Source: an optimization exercise on an open RTL-to-GDS flow (aim: small area, a short achievable clock period and few clock cycles per item). Production flows keep margins and buffers that such runs may drop. At most, simulation tests tie the RTL to the original design; equivalence was not proved.

## spi_i2c_ctrl
module spi_i2c_ctrl #(
    parameter [23:0] CORE_CLOCK_HZ = 24'd16000000    
) (
    input             clk,
    input             rst,
    input             cmd_valid,
    input      [31:0] cmd,
    output            cmd_ready,
    output reg        rsp_valid,
    output      [7:0] result_code,
    output reg  [7:0] result_value,
    output     [15:0] ci,
    output            faulted,
    output      [1:0] fault_cause,
    output     [31:0] fault_cmd,
    output            wait_spi,
    output            wait_twi,
    output            wait_settle,
    output reg        cs_drive,
    output reg        cs_level,
    output reg        evt_pindir,
    output reg  [7:0] spcr,
    output      [7:0] spsr,
    output reg  [7:0] spdr_tx,
    output reg  [7:0] spdr_rx,
    output      [7:0] twcr,
    output      [7:0] twsr,
    output reg  [7:0] twbr,
    output      [7:0] twar,
    output reg  [7:0] twdr,
    output reg        spi_pending,
    output      [1:0] twi_pending,
    input             spi_step,
    input       [7:0] spi_step_byte,
    input             twi_step,
    input       [4:0] twi_step_status,
    input       [7:0] twi_step_byte,
    input             twi_settle,
    input       [4:0] twi_settle_status
);
Settings: LEC_CHECK=0, CAP_MARGIN=20, CORE_MARGIN=2, CORE_UTILIZATION=40, CTS_BUF_LIST=sky130_fd_sc_hd__clkbuf_8, SETUP_SLACK_MARGIN=4.2, SLEW_MARGIN=20; clock period 8.0 ns.
standard.sh (not shown) runs the stock make flow with config.mk's settings and CLKGATE_MAP_FILE= SYNTH_SCRIPT=/design/flow/synth_recipe.tcl, a recipe that flattens the netlist after the stock synthesis.
==> flow/flow/run.sh <==
#!/bin/bash
set -euo pipefail
export BUFFER_PORTS_ARGS="-buffer_cell sky130_fd_sc_hd__buf_1"
bash standard.sh > standard.log 2>&1
Then changed:
--- a/flow/design.v
+++ b/flow/design.v
@@ -26,13 +26,13 @@
     output      [7:0] twcr,
     output      [7:0] twsr,
     output reg  [7:0] twbr,
     output      [7:0] twar,
     output reg  [7:0] twdr,
     output reg        spi_pending,
-    output      [1:0] twi_pending,
+    output reg  [1:0] twi_pending,
     input             spi_step,
     input       [7:0] spi_step_byte,
     input             twi_step,
     input       [4:0] twi_step_status,
     input       [7:0] twi_step_byte,
     input             twi_settle,
@@ -81,32 +81,30 @@
     reg         div;         
     reg  [1:0]  fcause;      
     reg  [31:0] cmd_r;       
     reg  [2:0]  bus;
     reg  [2:0]  rcode;
     reg         spif, wcol, spi2x;
-    reg         twint, twea, twsto, twwc, twen;
+    reg         twint, twea, twsta, twsto, twwc, twen;
     reg  [4:0]  tws;
     reg  [6:0]  twar_r;
     reg  [19:0] rem;         
     reg  [8:0]  quo;         
     wire flt = fcause[1] | fcause[0];
     reg  [15:0] ci_r;
     assign ci = ci_r + {15'd0, rsp_valid};
     assign cmd_ready   = idle;
     assign faulted     = flt;
     assign fault_cause = fcause;
-    assign fault_cmd   = cmd_r;
+    assign fault_cmd   = cmd_r & {32{flt}};
     assign wait_spi    = w_spi;
     assign wait_twi    = w_twi;
     assign wait_settle = w_set;
     assign result_code = {5'b00000, rcode};
     assign spsr        = {spif, wcol, 5'b00000, spi2x};
     assign twcr        = {twint, twea, twsta, twsto, twwc, twen, 1'b0, 1'b0};
-    assign twi_pending = w_twi ? ((cmd_r[2:0] == 3'd2) ? TP_START : TP_BYTE) : TP_NONE;
-    wire   twsta       = (bus == BUS_START);
     assign twsr        = {tws, 3'b000};         
     assign twar        = {twar_r, 1'b0};
     wire [7:0]  op   = cmd[7:0];
     wire [7:0]  fa   = cmd[15:8];
     wire [7:0]  fb   = cmd[23:16];
     wire [23:0] hz   = cmd[31:8];
@@ -315,19 +313,20 @@
             end else begin
                 go_twi = 1'b1;
             end
         end
     end
     always @(posedge clk) begin
+        if (idle)
+            cmd_r <= cmd;
         rem <= (idle | div_start) ? REM0 : dv_rem;
         quo <= (idle | div_start) ? 9'd1 : dv_q;
     end
     always @(posedge clk) begin
         if (rst) begin
             idle         <= 1'b1;
-            cmd_r        <= 32'd0;
             w_spi        <= 1'b0;
             w_twi        <= 1'b0;
             w_set        <= 1'b0;
             div          <= 1'b0;
             fcause       <= 2'd0;
             bus          <= BUS_IDLE;
@@ -344,24 +343,22 @@
             spi2x        <= 1'b0;
             spdr_tx      <= 8'h00;
             spdr_rx      <= 8'h00;
             spi_pending  <= 1'b0;
             twint        <= 1'b0;
             twea         <= 1'b0;
+            twsta        <= 1'b0;
             twsto        <= 1'b0;
             twwc         <= 1'b0;
             twen         <= 1'b0;
             tws          <= 5'b11111;
             twbr         <= 8'h00;
             twar_r       <= 7'h7F;
             twdr         <= 8'hFF;
+            twi_pending  <= TP_NONE;
         end else begin
-            if (idle)
-                cmd_r <= cmd & {32{cmd_valid & ~fin}};
-            else if (fin)
-                cmd_r <= 32'd0;
             idle  <= (idle & ~cmd_valid) | fin;
             w_spi <= go_spi;
             w_twi <= go_twi;
             w_set <= go_set;
             div   <= go_div;
             if (f_ill) fcause[0] <= 1'b1;
@@ -380,12 +377,13 @@
             end
             if (twi_step) begin
                 tws <= twi_step_status;
                 if (twi_pending == TP_BYTE)
                     twdr <= twi_step_byte;
                 twint       <= 1'b1;
+                twi_pending <= TP_NONE;
             end
             if (twi_settle) begin
                 twsto <= 1'b0;
                 tws   <= twi_settle_status;
             end
             if (wr_cfg) begin
@@ -411,20 +409,27 @@
                 twar_r <= fa[6:0];
             if (bus_idle)
                 bus <= BUS_IDLE;
             if (init_done) begin
                 twbr  <= br_val;
                 twea  <= 1'b0;
+                twsta <= 1'b0;
                 twsto <= 1'b0;
                 twen  <= 1'b1;
             end
             if (body) begin
                 twint <= 1'b0;
                 twen  <= 1'b1;
                 twea  <= (body_op == 3'd5);
+                twsta <= (body_op == 3'd2);
                 twsto <= (body_op == 3'd7);
+                case (body_op)
+                    3'd2:    twi_pending <= TP_START;
+                    3'd7:    twi_pending <= TP_NONE;
+                    default: twi_pending <= TP_BYTE;
+                endcase
                 if (body_op == 3'd3 || body_op == 3'd4) begin
                     if (twint) begin
                         twdr <= (body_op == 3'd3) ? {fa[6:0], fb[0]} : fa;
                         twwc <= 1'b0;
                     end else begin
                         twwc <= 1'b1;
Effect: The new run produced a clean layout; via count fell by 3.8%; maximum frequency rose by 4.5%; first-iteration DRC count fell by 21%; area after synthesis rose by 1.4%; non-clock buffer count fell by 13; register-to-register slack gains 0.17 ns.
Testbench counts after the change, summed over its fixed seeds: cycles 8,192, commands 3,200.
Only the layout flow was run in the first run of this note; the RTL was not checked for function there.

## separate check: timing with driven ports
Ports are ideal in the flow. The routed layouts listed here were re-timed in OpenROAD. Step 1 (the two cells are an assumption about what drives the block):
set clk [get_ports {clk}]
set_driving_cell -lib_cell sky130_fd_sc_hd__clkbuf_16 $clk
set_driving_cell -lib_cell sky130_fd_sc_hd__buf_2 [delete_from_list [all_inputs] $clk]
Step 2 times the ports against the registers' clock, not the clock port: input delays grow and output delays shrink by t, the midpoint of the rising clock arrivals with the driver on. a / b / c = no drivers / after step 1 / after step 2; a / b = the first two.
| run | t, ns | slack for setup (ns) | worst register clock-pin slew, ns | worst data-port slew with drivers (ns) |
|---|---|---|---|---|
| the first run | 0.497 | 4.061 / 4.063 / 3.566 | 0.09 / 0.09 | 0.07 |
| the second run | 0.498 | 4.231 / 4.248 / 3.750 | 0.09 / 0.09 | 0.06 |
After both steps every run listed still meets setup and hold. For the first run, which loses most, drivers alone change the setup slack by +0.002 ns; drivers and shift together by -0.495 ns.
